Background: an optimization exercise with open tools, aiming at small area, a short achievable clock period and few clock cycles. Do not read the settings as production practice.
Power figures rest on the tool's default switching activity, not on a simulated workload.

before:
==> flow/design.v (excerpt) <==
module esbf (
    input  wire       clk,
    input  wire       rst,         
    input  wire       in_valid,
    output wire       in_ready,
    input  wire [7:0] in_data,
    input  wire       in_last,
    output wire       out_valid,
    input  wire       out_ready,
    output wire [7:0] out_data,
    output wire       out_last
);
    localparam RL = 37;                  
    localparam [3:0] O_ILL   = 4'd0;
    localparam [3:0] O_INIT  = 4'd1;
    localparam [3:0] O_LOAD  = 4'd2;
    localparam [3:0] O_UPDB  = 4'd3;
    localparam [3:0] O_UPDN  = 4'd4;
    localparam [3:0] O_CREAD = 4'd5;
    localparam [3:0] O_BUILD = 4'd6;
    localparam [3:0] O_CHECK = 4'd7;
    localparam [3:0] O_FREAD = 4'd8;
    localparam [3:0] O_INFO  = 4'd9;
    localparam [1:0] K_CRC   = 2'd1;
    localparam [1:0] K_FRAME = 2'd2;
    localparam [1:0] K_INFO  = 2'd3;
    localparam [3:0] R_ST    = 4'd15;    
    function [15:0] step1;
        input [15:0] c;
        begin
            step1 = {c[14:0], 1'b0} ^ (c[15] ? 16'h1021 : 16'h0000);
        end
    endfunction
    function [15:0] step8;
        input [15:0] c;
        integer i;
        reg [15:0] t;
        begin
            t = c;
            for (i = 0; i < 8; i = i + 1)
                t = {t[14:0], 1'b0} ^ (t[15] ? 16'h1021 : 16'h0000);
            step8 = t;
        end
    endfunction
    function [5:0] inc37;
        input [5:0] x;
        begin
            inc37 = (x == RL - 1) ? 6'd0 : x + 6'd1;
        end
    endfunction
    reg [15:0] crc_r;
    reg        held;                     
    reg [1:0]  fstat;
    reg [2:0]  alen_a;
    reg [5:0]  plen_a;
    reg        c2_a;                     
    reg [7:0]  chan_a;
    reg [15:0] cw;                       
    reg        pre;                      
    reg [8*RL-1:0] ring;
    reg        ir;                       
    reg        ie;                       
    reg [2:0]  ac;                       
    reg [3:0]  opc;
    reg [7:0]  rem_a, rem_p;             
    reg        aok, pok, cok;
    reg        fdone;                    
    reg [1:0]  post;                     
    reg [5:0]  wq;                       
    reg        sv, sl;
    reg [7:0]  sd;
  ...
Size: ~450 flip-flops, roughly 24 I/O pins, about 17000 sq um of cells after synthesis.
Settings: LEC_CHECK=0, CAP_MARGIN=20, CORE_MARGIN=2, CORE_UTILIZATION=50, PLACE_DENSITY=0.6, SLEW_MARGIN=20; clock period 9.0 ns.
standard.sh (not shown) runs the stock make flow with config.mk's settings and CLKGATE_MAP_FILE= SYNTH_SCRIPT=/design/flow/synth_recipe.tcl, a recipe that flattens the netlist after the stock synthesis.
==> flow/flow/run.sh <==
#!/bin/bash
set -euo pipefail
bash standard.sh SETUP_SLACK_MARGIN=6.3 "BUFFER_PORTS_ARGS=-buffer_cell sky130_fd_sc_hd__buf_4" finish > standard.log 2>&1
--- input diff before..after ---
--- a/flow/design.v
+++ b/flow/design.v
@@ -53,14 +53,16 @@
     reg [1:0]  fstat;
     reg [2:0]  alen_a;
     reg [5:0]  plen_a;
     reg        c2_a;                     
     reg [7:0]  chan_a;
     reg [15:0] cw;                       
     reg        pre;                      
+    reg [15:0] ca;                       
+    reg        pren;                     
     reg [8*RL-1:0] ring;
     reg        ir;                       
     reg        ie;                       
     reg [2:0]  ac;                       
     reg [3:0]  opc;
     reg [7:0]  rem_a, rem_p;             
     reg        aok, pok, cok;
@@ -112,15 +114,18 @@
             8'h10: dec_op = O_BUILD;
             8'h11: dec_op = O_CHECK;
             8'h12: dec_op = O_FREAD;
             8'h13: dec_op = O_INFO;
             default: dec_op = O_ILL;
         endcase
     end
-    wire [15:0] cwf  = tr ? step1(cw) : cw;
+    wire [15:0] cwf  = tr ? step1(ca) : ca;
+    wire [15:0] ca_d = step8((s_first ? 16'hffff : ca) ^ {sd, 8'h00});
+    wire [15:0] ca_fin = (sv & s_dat) ? step1(ca_d) : cwf;
+    wire        pre_fin = (sv & s_dat & s_first) ? sd[7] : pren;
     wire        ml_n = (sv & s_rxl) ? (sd == cwf[7:0]) : ml;
     wire        gidle = (ri == 4'd0);
     wire        exe  = ((sv & sl) | pend) & gidle;
     reg  [2:0] x_st;         
     reg  [1:0] x_kind;       
     always @(*) begin
         x_st   = 3'd0;
@@ -224,35 +229,41 @@
         end else if (free & ~gidle)
             ri_n = g_ri;
     end
     wire       ie_set = (exe | busy) & ~busy_n;
     wire       ie_n   = (ie & ~(acc & in_last)) | ie_set;
     wire [2:0] ac_n   = exe ? 3'd0 : ((acc & (ac != 3'd7)) ? ac + 3'd1 : ac);
     wire       dsec_n = (opB & (ac_n == 3'd7)) | (opC & (ac_n >= 3'd4));
-    wire       gbusy_n = (ri_n != 4'd0);
-    wire       info_n = gbusy_n & (rk_n == K_INFO);
-    wire       ir_n   = ie_n & (acc | x0) & ~(dsec_n & gbusy_n) &
-                        ~((ac_n != 3'd0) & info_n);
+    wire [5:0] w_now  = fdone ? wq : {4'd0, w0};
+    wire [6:0] dd     = {1'b0, rp} + 7'd1 - {1'b0, w_now};
+    wire [5:0] dgap   = dd[6] ? dd[5:0] + 6'd37 :
+                        ((dd[5:0] >= 6'd37) ? dd[5:0] - 6'd37 : dd[5:0]);
+    wire       dsafe  = gidle | (rk != K_FRAME) | (ri == 4'd3) | (ri == 4'd4) |
+                        ((ri == 4'd2) & (dgap <= 6'd34) &
+                         ({1'b0, dgap} >= {1'b0, dc} + 7'd2));
+    wire       info_a = ~gidle & (rk == K_INFO);
+    wire       ir_n   = ie_n & (acc | x0) & ~(dsec_n & ~dsafe) &
+                        ~((ac_n != 3'd0) & info_a);
     wire [5:0] p0_n = (sv & s_dat & s_first) ? {4'd0, s_tap} : inc37(p0);
     always @(posedge clk) begin
         ring <= {ring[8*RL-9:0], ring[8*RL-1 -: 8]};
         if (sv & s_dat) begin
             case (s_tap)
                 2'd0: ring[7:0]   <= sd;
                 2'd1: ring[15:8]  <= sd;
                 2'd2: ring[23:16] <= sd;
                 2'd3: ring[31:24] <= sd;
             endcase
         end
         if (sv & s_dat)
-            cw <= step8((s_first ? 16'hffff : cw) ^ {sd, 8'h00});
+            ca <= ca_d;
         else if (tr)
-            cw <= step1(cw);
+            ca <= step1(ca);
         if (sv & s_dat & s_first)
-            pre <= sd[7];
+            pren <= sd[7];
         if (sv & s_rxh)
             mh <= (sd == cwf[15:8]);
         if (sv & s_rxl)
             ml <= (sd == cwf[7:0]);
         p0 <= p0_n;
         if (rdp)
             rp <= (free & g_ld) ? rp : inc37(rp);
@@ -325,21 +336,21 @@
         if (exe) begin
             pend  <= 1'b0;
             fdone <= 1'b0;
             post  <= 2'd0;
             case (opc)
                 O_INIT:  if (ac == 3'd1) crc_r <= 16'hffff;
                 O_LOAD:  if (ac == 3'd3) crc_r <= {rem_p, rem_a};
-                O_BUILD: begin
-                    fstat <= x_st[1:0];
-                    held  <= (x_kind == K_FRAME);
-                end
-                O_CHECK: if (ac >= 3'd3) begin
+                O_BUILD, O_CHECK: if ((opc == O_BUILD) | (ac >= 3'd3)) begin
                     fstat <= x_st[1:0];
                     held  <= (x_kind == K_FRAME);
+                    if (x_kind == K_FRAME) begin
+                        cw  <= ca_fin;
+                        pre <= pre_fin;
+                    end
                 end
                 default: ;
             endcase
         end
         ri <= ri_n;
         rk <= rk_n;
         if (exe) begin
==> comparison <==
after: overall power is about 24% higher than what before reported.
Diff before -> after | routed wire length | up by more than 10%
after vs. before: non-clock buffer share of cell area now sits higher; area fraction in and, or, nand and nor cells after synthesis now sits higher.
For area of the die, dividing the value from before by the value from after gives 0.933.
Looking at highest metal layer with signal wires, the met4 result is from after; the met5 one comes from before.
Relative to before, largest net degree at the start of global routing has increased by 4 in after.
Synthesized cell count: after higher than before
after vs. before: fraction of power consumed by combinational cells grew by 12 points, flip-flop and latch count has increased, total core area went up by about 6.5%.
No functional check of the RTL was part of any run of this note.

[afterwards: timing with drivers on the ports]
The results above use ideal ports. As a check the final layouts listed here were re-extracted and re-timed, cells and wires unchanged.
Step 1: set_driving_cell puts a clkbuf_16 on clk and a buf_2 on each other input, an assumption about the parent block.
Step 2 adds t to the input delays and takes it off the output delays; t is the mean of the earliest and latest rising clock arrival at the registers after step 1. Input paths then give back, and output paths get back, about the clock's delay inside the block.
Three values: ideal ports, drivers, drivers and shift; two values: the first two.
| run | t (ns) | slack for setup (ns) | worst setup path at the end | worst register clock-pin slew, ns | worst data-port slew with drivers (ns) |
|---|---|---|---|---|---|
| before | 0.625 | 6.118 / 6.065 / 5.791 | input to register | 0.07 / 0.07 | 0.05 |
| after | 0.642 | 3.630 / 3.630 / 3.630 | register to register | 0.07 / 0.07 | 0.06 |
After both steps setup and hold are still met in every run listed. For before, which loses most, drivers alone change the setup slack by -0.053 ns; drivers and shift together by -0.327 ns.
